What follows belongs to an exercise in optimizing a design on an open flow for small area, a short achievable clock period and few clock cycles per item; a production flow would make more cautious choices. In this exercise RTL edits were held to simulation tests only and were not proved equivalent to the original. Power and IR drop assume default switching activity.

## run.sh

```bash
#!/bin/bash
# synth_recipe.tcl (not shown) runs the flow's synth.tcl, then flattens the netlist and writes it again
# the make line also repeats each setting of config.mk as NAME=value (left out here)
make -C /OpenROAD-flow-scripts/flow DESIGN_CONFIG=/design/flow/config.mk WORK_HOME=/design/flow/orfs CLKGATE_MAP_FILE= SYNTH_SCRIPT=/design/flow/synth_recipe.tcl finish
```

## config.mk

```make
export PLATFORM = sky130hd
export DESIGN_NAME = mdb_decode
export DESIGN_NICKNAME = mdb_decode
export VERILOG_FILES = /design/flow/design.v
export SDC_FILE = /design/flow/constraint.sdc
export NUM_CORES = 4
export LEC_CHECK = 0
export CAP_MARGIN = 20
export CORE_MARGIN = 2
export CORE_UTILIZATION = 40
export SLEW_MARGIN = 20
```

## constraint.sdc

```tcl
create_clock -name core_clock -period 6.0 [get_ports {clk}]
set_input_delay 1.2000 -clock core_clock [delete_from_list [all_inputs] [get_ports {clk}]]
set_output_delay 1.2000 -clock core_clock [all_outputs]
set_load 0.01 [all_outputs]
```

## design.v

```verilog
module mdb_decode (
    input  wire        clk,
    input  wire        rst,             
    input  wire        start,           
    input  wire [7:0]  count,           
    input  wire        start_level,     
    output wire        ready,
    input  wire        pulse_valid,
    input  wire [15:0] pulse_dur,       
    output wire        pulse_ready,
    output reg         done,
    output reg  [3:0]  result,
    output reg  [7:0]  bitlen,
    output reg         found,
    output reg  [7:0]  start_idx,
    output reg  [3:0]  bytelen,
    output reg  [79:0] bytes,           
    output reg         csum_ok,
    output reg  [71:0] frame,           
    output reg         frame_valid,
    output reg  [7:0]  stat_maxtimings,
    output reg  [11:0] stat_preamble,
    output reg  [11:0] stat_csumok,
    output reg  [11:0] stat_csumfail,
    output reg         ovf_bit,
    output reg         ovf_byte
);
    localparam [3:0] R_OK            = 4'd0;
    localparam [3:0] R_NO_PREAMBLE   = 4'd1;
    localparam [3:0] R_CHECKSUM_FAIL = 4'd2;
    localparam [3:0] R_BIT_OVERFLOW  = 4'd3;
    localparam [3:0] R_BYTE_OVERFLOW = 4'd4;
    localparam [15:0] T_MIN  = 16'd20;
    localparam [15:0] T_LONG = 16'd80;
    localparam [7:0]  BIT_CAP  = 8'd200;
    localparam [3:0]  BYTE_CAP = 4'd10;
    localparam [11:0] CNT_MAX  = 12'hFFF;
    localparam [15:0] PREAMBLE = 16'b1001010101010101;
    localparam [15:0] CLOCK_MASK = 16'hAAAA;
    localparam [2:0] S_IDLE   = 3'd0;
    localparam [2:0] S_INGEST = 3'd1;
    localparam [2:0] S_SEARCH = 3'd2;
    localparam [2:0] S_MANDEC = 3'd3;
    localparam [2:0] S_CSUM   = 3'd4;
    reg [2:0]   state;
    reg [7:0]   pulses_left;
    reg         level;
    reg         bit_ovf;
    reg [199:0] bitbuf;                
    reg [7:0]   cand;                  
    reg [8:0]   pos;                   
    assign ready       = (state == S_IDLE);
    assign pulse_ready = (state == S_INGEST);
    wire       is_short = (pulse_dur >= T_MIN) && (pulse_dur < T_LONG);
    wire       is_long  = (pulse_dur >= T_LONG);
    wire [1:0] reps     = is_long ? 2'd2 : (is_short ? 2'd1 : 2'd0);
    wire       room1 = (bitlen < BIT_CAP);
    wire       room2 = (bitlen < BIT_CAP - 8'd1);
    reg [199:0] bitbuf_app;
    reg [7:0]   bitlen_app;
    reg         ovf_app;
    always @(*) begin
        bitbuf_app = bitbuf;
        bitlen_app = bitlen;
        ovf_app    = 1'b0;
        if (reps != 2'd0) begin
            if (room1) begin
                bitbuf_app[bitlen] = level;
                bitlen_app = bitlen + 8'd1;
            end else begin
                ovf_app = 1'b1;
            end
        end
        if (reps == 2'd2) begin
            if (room2) begin
                bitbuf_app[bitlen + 8'd1] = level;
                bitlen_app = bitlen + 8'd2;
            end else begin
                ovf_app = 1'b1;
            end
        end
    end
    wire [15:0] cand_window = bitbuf[cand +: 16];
    wire [8:0]  cand_end    = {1'b0, cand} + 9'd16;
    wire [15:0] grp     = bitbuf[pos +: 16];
    wire [8:0]  grp_end = pos + 9'd16;
    reg  [7:0]  grp_byte;
    integer k;
    always @(*) begin
        for (k = 0; k < 8; k = k + 1)
            grp_byte[7 - k] = ~grp[2 * k] | grp[2 * k + 1];
    end
    wire [7:0] xor8 = bytes[79:72] ^ bytes[71:64] ^ bytes[63:56] ^ bytes[55:48]
                    ^ bytes[47:40] ^ bytes[39:32] ^ bytes[31:24] ^ bytes[23:16];
    wire       csum_pass = (bytelen >= 4'd9) && (xor8 == bytes[15:8]);
    always @(posedge clk) begin
        if (rst) begin
            state           <= S_IDLE;
            pulses_left     <= 8'd0;
            level           <= 1'b0;
            bit_ovf         <= 1'b0;
            cand            <= 8'd0;
            pos             <= 9'd0;
            done            <= 1'b0;
            result          <= R_OK;
            bitlen          <= 8'd0;
            found           <= 1'b0;
            start_idx       <= 8'd0;
            bytelen         <= 4'd0;
            bytes           <= 80'd0;
            csum_ok         <= 1'b0;
            frame           <= 72'd0;
            frame_valid     <= 1'b0;
            stat_maxtimings <= 8'd0;
            stat_preamble   <= 12'd0;
            stat_csumok     <= 12'd0;
            stat_csumfail   <= 12'd0;
            ovf_bit         <= 1'b0;
            ovf_byte        <= 1'b0;
        end else begin
            done <= 1'b0;
            case (state)
                S_IDLE: begin
                    if (start) begin
                        if (count > stat_maxtimings)
                            stat_maxtimings <= count;
                        result      <= R_OK;
                        bitlen      <= 8'd0;
                        found       <= 1'b0;
                        start_idx   <= 8'd0;
                        bytelen     <= 4'd0;
                        bytes       <= 80'd0;
                        csum_ok     <= 1'b0;
                        frame       <= 72'd0;
                        frame_valid <= 1'b0;
                        level       <= start_level;
                        bit_ovf     <= 1'b0;
                        pulses_left <= count;
                        cand        <= 8'd0;
                        state       <= (count == 8'd0) ? S_SEARCH : S_INGEST;
                    end
                end
                S_INGEST: begin
                    if (pulse_valid) begin
                        if (!bit_ovf) begin
                            bitbuf  <= bitbuf_app;
                            bitlen  <= bitlen_app;
                            bit_ovf <= ovf_app;
                        end
                        level       <= ~level;
                        pulses_left <= pulses_left - 8'd1;
                        if (pulses_left == 8'd1) begin
                            if (bit_ovf || ovf_app) begin
                                result  <= R_BIT_OVERFLOW;
                                ovf_bit <= 1'b1;
                                done    <= 1'b1;
                                state   <= S_IDLE;
                            end else begin
                                state   <= S_SEARCH;
                            end
                        end
                    end
                end
                S_SEARCH: begin
                    if (cand_end > {1'b0, bitlen}) begin
                        result <= R_NO_PREAMBLE;
                        done   <= 1'b1;
                        state  <= S_IDLE;
                    end else if (cand_window == PREAMBLE) begin
                        found     <= 1'b1;
                        start_idx <= cand_end[7:0];
                        pos       <= cand_end;
                        if (stat_preamble != CNT_MAX)
                            stat_preamble <= stat_preamble + 12'd1;
                        state     <= S_MANDEC;
                    end else begin
                        cand <= cand + 8'd1;
                    end
                end
                S_MANDEC: begin
                    if (grp_end <= {1'b0, bitlen}) begin
                        if (bytelen == BYTE_CAP) begin
                            result   <= R_BYTE_OVERFLOW;
                            ovf_byte <= 1'b1;
                            done     <= 1'b1;
                            state    <= S_IDLE;
                        end else begin
                            bytes[79 - 8 * bytelen -: 8] <= grp_byte;
                            bytelen <= bytelen + 4'd1;
                            pos     <= grp_end;
                        end
                    end else begin
                        state <= S_CSUM;
                    end
                end
                S_CSUM: begin
                    if (csum_pass) begin
                        csum_ok     <= 1'b1;
                        frame       <= bytes[79:8];
                        frame_valid <= 1'b1;
                        result      <= R_OK;
                        if (stat_csumok != CNT_MAX)
                            stat_csumok <= stat_csumok + 12'd1;
                    end else begin
                        result <= R_CHECKSUM_FAIL;
                        if (stat_csumfail != CNT_MAX)
                            stat_csumfail <= stat_csumfail + 12'd1;
                    end
                    done  <= 1'b1;
                    state <= S_IDLE;
                end
                default: state <= S_IDLE;
            endcase
        end
    end
endmodule
```

==> flow_metrics.tcl <==
set metrics [dict create \
    status "no timing/DRC/antenna violations" \
    netSwitchingFraction_pct 29.2 \
    portBuffers 253 \
    dp_slack_ns 1.02 \
    drt_iter0_markers 6575 \
    internal-power_mw 5.49 \
    yosysUniqueCellTypes 108 \
    pwr-share-comb_pct 11.4 \
    setup_tns_ns 0 \
    post_cts_resized 0 \
    drt_pass1_iterations 8 \
    post-route-util_pct 45.6 \
    hold_viol 0 \
    drc 0 \
    ys_ff_latch 454 \
    cp.arrival_ns 5.73 \
    hold_path.class "flop to flop" \
    antenna_found_initial 8 \
    cts_sinks 454 \
    path_cells "inv_1 -> a2111oi_0 -> or4_1 -> o21ai_0 -> o22a_1 -> o32ai_1 -> nor2_1 -> o31ai_4 -> nand2_4 -> nor4_1 -> mux2_2" \
    fin_skew_ns 0.0545 \
    synth_top_area_share_pct 14.1 \
    synth_seq_area_share_pct 26.1 \
    design_area_um2 48000 \
    clockBufferDepth 3 \
    track_usage_pct 34.0 \
    dieArea_um2 109000 \
    synthFlopType "dfxtp_1" \
    clockRootBuffer "clkbuf_16" \
    overflow 0 \
    cts_tree "yes" \
    ys_async_sr_fraction_pct 0 \
    p_switching_mw 2.26 \
    row_count 119 \
    syn_to_final_growth_pct 13.1 \
    grt_setup_unrepaired "false" \
    path_class "flop to flop" \
    grt_pass1_vias 38661 \
    vdd_drop_max_mv 0.253 \
    netlist_area_um2 42500 \
    die_y_um 330 \
    synth_area_leaders "edfxtp_1 (14%), mux4_2 (13%), dfxtp_1 (12%)" \
    setup_viol 0 \
    grtUsageMet3_pct 9.51 \
    fmax_mhz 195 \
    synthesis.nets 4803 \
    worst_slack_ns 0.882 \
    viasPerCell 6.91 \
    dieWidth_um 330 \
    wl_um 192000 \
    post-route-min-period_ns 5.12 \
    met2_usage_pct 50.1 \
    dp_hpwl_um 138000 \
    clk_pin_slew_ns 0.06 \
    met1_usage_pct 45.4 \
    required_ns 6.62 \
    layout-drive-gt1-share_pct 16.3 \
    clk_latency_ns 0.73 \
    final_max_slew_viol_count 0 \
    ant_nets 0 \
    worst_pin_slew_ns 1.22 \
    grt_first_pass_wirelength_um 276000 \
    grt_start_max_net_pins 132 \
    slowest_delay_ns 0.81 \
    place_area_um2 46100 \
    gp_congestion 1.07 \
    netlist_instances 4720 \
    drv_cap 0 \
    max_slew_margin_pct 18.2 \
    synth-edff-count 200 \
    globalRoute.busiestLayer "met2" \
    syn_avg_cell_area_um2 8.99 \
    cp-start-kind "flop" \
    synth_area_leader_cell "edfxtp_1" \
    io_pins 257 \
    cts_made_buffers 56 \
    p_leak_nw 16.2 \
    post_cts_buffers 0 \
    seqPwrFrac_pct 43.5 \
    critPathSlowestCell "dfxtp_4" \
    power.density_nw_per_um2 161 \
    via_count 42868 \
    initial_core_util_pct 40.3 \
    layout.nets 4842 \
    dpl.cell_count 6091 \
    cts-htree-levels 2 \
    drt-wirelength-per-cell_um 30.9 \
    post-route-period-util_pct 85.3 \
    yosysWarnings 1 \
    crit_fanout 41 \
    critPathCaptureType "flop" \
    coreArea_um2 105000 \
    final_cells 6204 \
    holdBufCountCts 0 \
    clockPowerShare_pct 45.0 \
]
-- cells in the mapped netlist (all sizes together), types with 54 or more instances --
| cell type | number |
|---|---|
| a22oi | 203 |
| a22o | 85 |
| nand2 | 493 |
| mux4 | 244 |
| edfxtp | 200 |
| buf | 189 |
| dfxtp | 254 |
| a21o | 170 |
| clkbuf | 246 |
| o21ai | 197 |
| nor3 | 148 |
| mux2i | 308 |
| nand3 | 163 |
| ha | 54 |
| inv | 68 |
| a31oi | 84 |
| a21oi | 277 |
| nor2 | 333 |
| xnor2 | 62 |
| mux2 | 205 |
-- worst max-delay path, delay by kind of cell, from the launching register on --
family | cells | cell delay (ns)
buffers and inverters | 1 | 0.73
AO/OA/AOI/OAI | 5 | 2.03
AND/OR/NAND/NOR | 4 | 1.03
flip-flops | 1 | 0.81
multiplexers | 1 | 0.37
-- layout make-up --
class | instances | area [um2]
fillers | 10035 | 57200
multi-input cells | 3757 | 29100
flip-flops and latches | 454 | 11100
repair buffers | 416 | 3930
well taps | 1391 | 1740
clock buffers | 78 | 1590
inverters | 74 | 280
clock inverters | 24 | 250
diodes | 10 | 25.0
-- per-stage QoR --
| stage | power (mW) | hold WS, ns |
|---|---|---|
| 2_1_floorplan | 3.94 | 0.450 |
| 4_1_cts | 7.76 | 0.461 |
| 5_1_grt | 7.96 | 0.484 |
| 3_5_place_dp | 4.29 | 0.454 |
| 3_3_place_gp | 4.28 | 0.447 |
| 6_report | 7.75 | 0.459 |
-- flip-flops by register name (all words and copies together) (netlist names), 9 cells and up --
signal,cells
bitbuf,200
bytes,80
frame,72
pos,9
stat_csumfail,12
stat_csumok,12
stat_preamble,12
-- power by group through the flow --
stage | clock network (mW) | registers [mW] | logic (mW)
after floorplan | 0 | 3.39 | 0.557
after global placement | 0 | 3.43 | 0.849
after detailed placement | 0 | 3.43 | 0.857
after CTS | 3.53 | 3.37 | 0.860
after global routing | 3.65 | 3.38 | 0.936
final | 3.49 | 3.37 | 0.887
-- metal layers --
metal / part of all wire, % / wire length (um) / up-vias
met3: 12 / 23400 / 601
met5: 0.014 / 27 / -
li1: - / - / 18359
met2: 43 / 82400 / 2937
met4: 6.1 / 11700 / 4
met1: 39 / 74100 / 20967
-- path summary, 6_finish.rpt --
kind                           from                            end  slack [ns]  cells after the start
max reg2reg    cand[1]$_SDFFE_PP0P_  stat_preamble[5]$_SDFFE_PP0P_        0.88                     11
min          result[0]$_SDFFE_PP0P_         result[0]$_SDFFE_PP0P_        0.46                      2
max            cand[1]$_SDFFE_PP0P_  stat_preamble[5]$_SDFFE_PP0P_        0.88                     11
min reg2reg  result[0]$_SDFFE_PP0P_         result[0]$_SDFFE_PP0P_        0.46                      2
-- cell usage in the layout, fill, tap and decap left out, drive strengths merged, types with 33 or more instances in the layout --
cell           instances
clkbuf                78
a22oi                203
mux2i                308
ha                    54
dfxtp                254
buf                  164
a21oi                277
mux2                 205
o31ai                 35
nand2                493
nor4                  36
xnor2                 62
o21ai                197
and2                  41
nand2b                33
a21o                 170
xor2                  38
inv                   73
a31oi                 84
nor2b                 48
nor3                 148
o211ai                33
a211oi                41
a22o                  85
clkdlybuf4s50        252
nand4                 48
nor2                 333
nand3                163
mux4                 244
edfxtp               200
-- cells by family (layout without fill, tap and decap cells) --
logic type                 after synthesis  in the layout  share of synthesized area [%]
and+or+nand+nor                       1450           1450                           15.9
other                                    1             11                        0.00883
buffers and inverters                  509            592                           5.69
xor gates and xnor gates               107            107                           2.43
AOI/OAI and AO/OA                     1388           1388                           22.6
muxes                                  757            757                           25.7
adders and majority gates               54             54                           1.59
DFF                                    454            454                           26.1
Testbench counts, summed over its fixed seeds: cycles 249,814, items 1,600.

==> separate check: timing with driven ports <==
The flow's constraints put no driver on any port. The routed layout listed below was extracted and timed again, unchanged, in two steps.
Step 1 (the two cells are an assumption about what drives the block):
set clk [get_ports {clk}]
set_driving_cell -lib_cell sky130_fd_sc_hd__clkbuf_16 $clk
set_driving_cell -lib_cell sky130_fd_sc_hd__buf_2 [delete_from_list [all_inputs] $clk]
Step 2 moves the port delays by t, midway between the first and last clock arrival at a register: inputs arrive t later, outputs are due t later. That takes back most of the time a late clock gives input paths.
a / b / c = ideal ports / drivers / drivers and shift; a / b = the first two.
t, ns: 0.768
slack for setup (ns): 0.882 / 0.882 / 0.882
worst setup path after step 2: register to register
worst register clock-pin slew, ns: 0.07 / 0.07
After both steps setup and hold are still met in this run. The setup slack of this run moves by 0.000 ns with the drivers and by 0.000 ns with both steps.
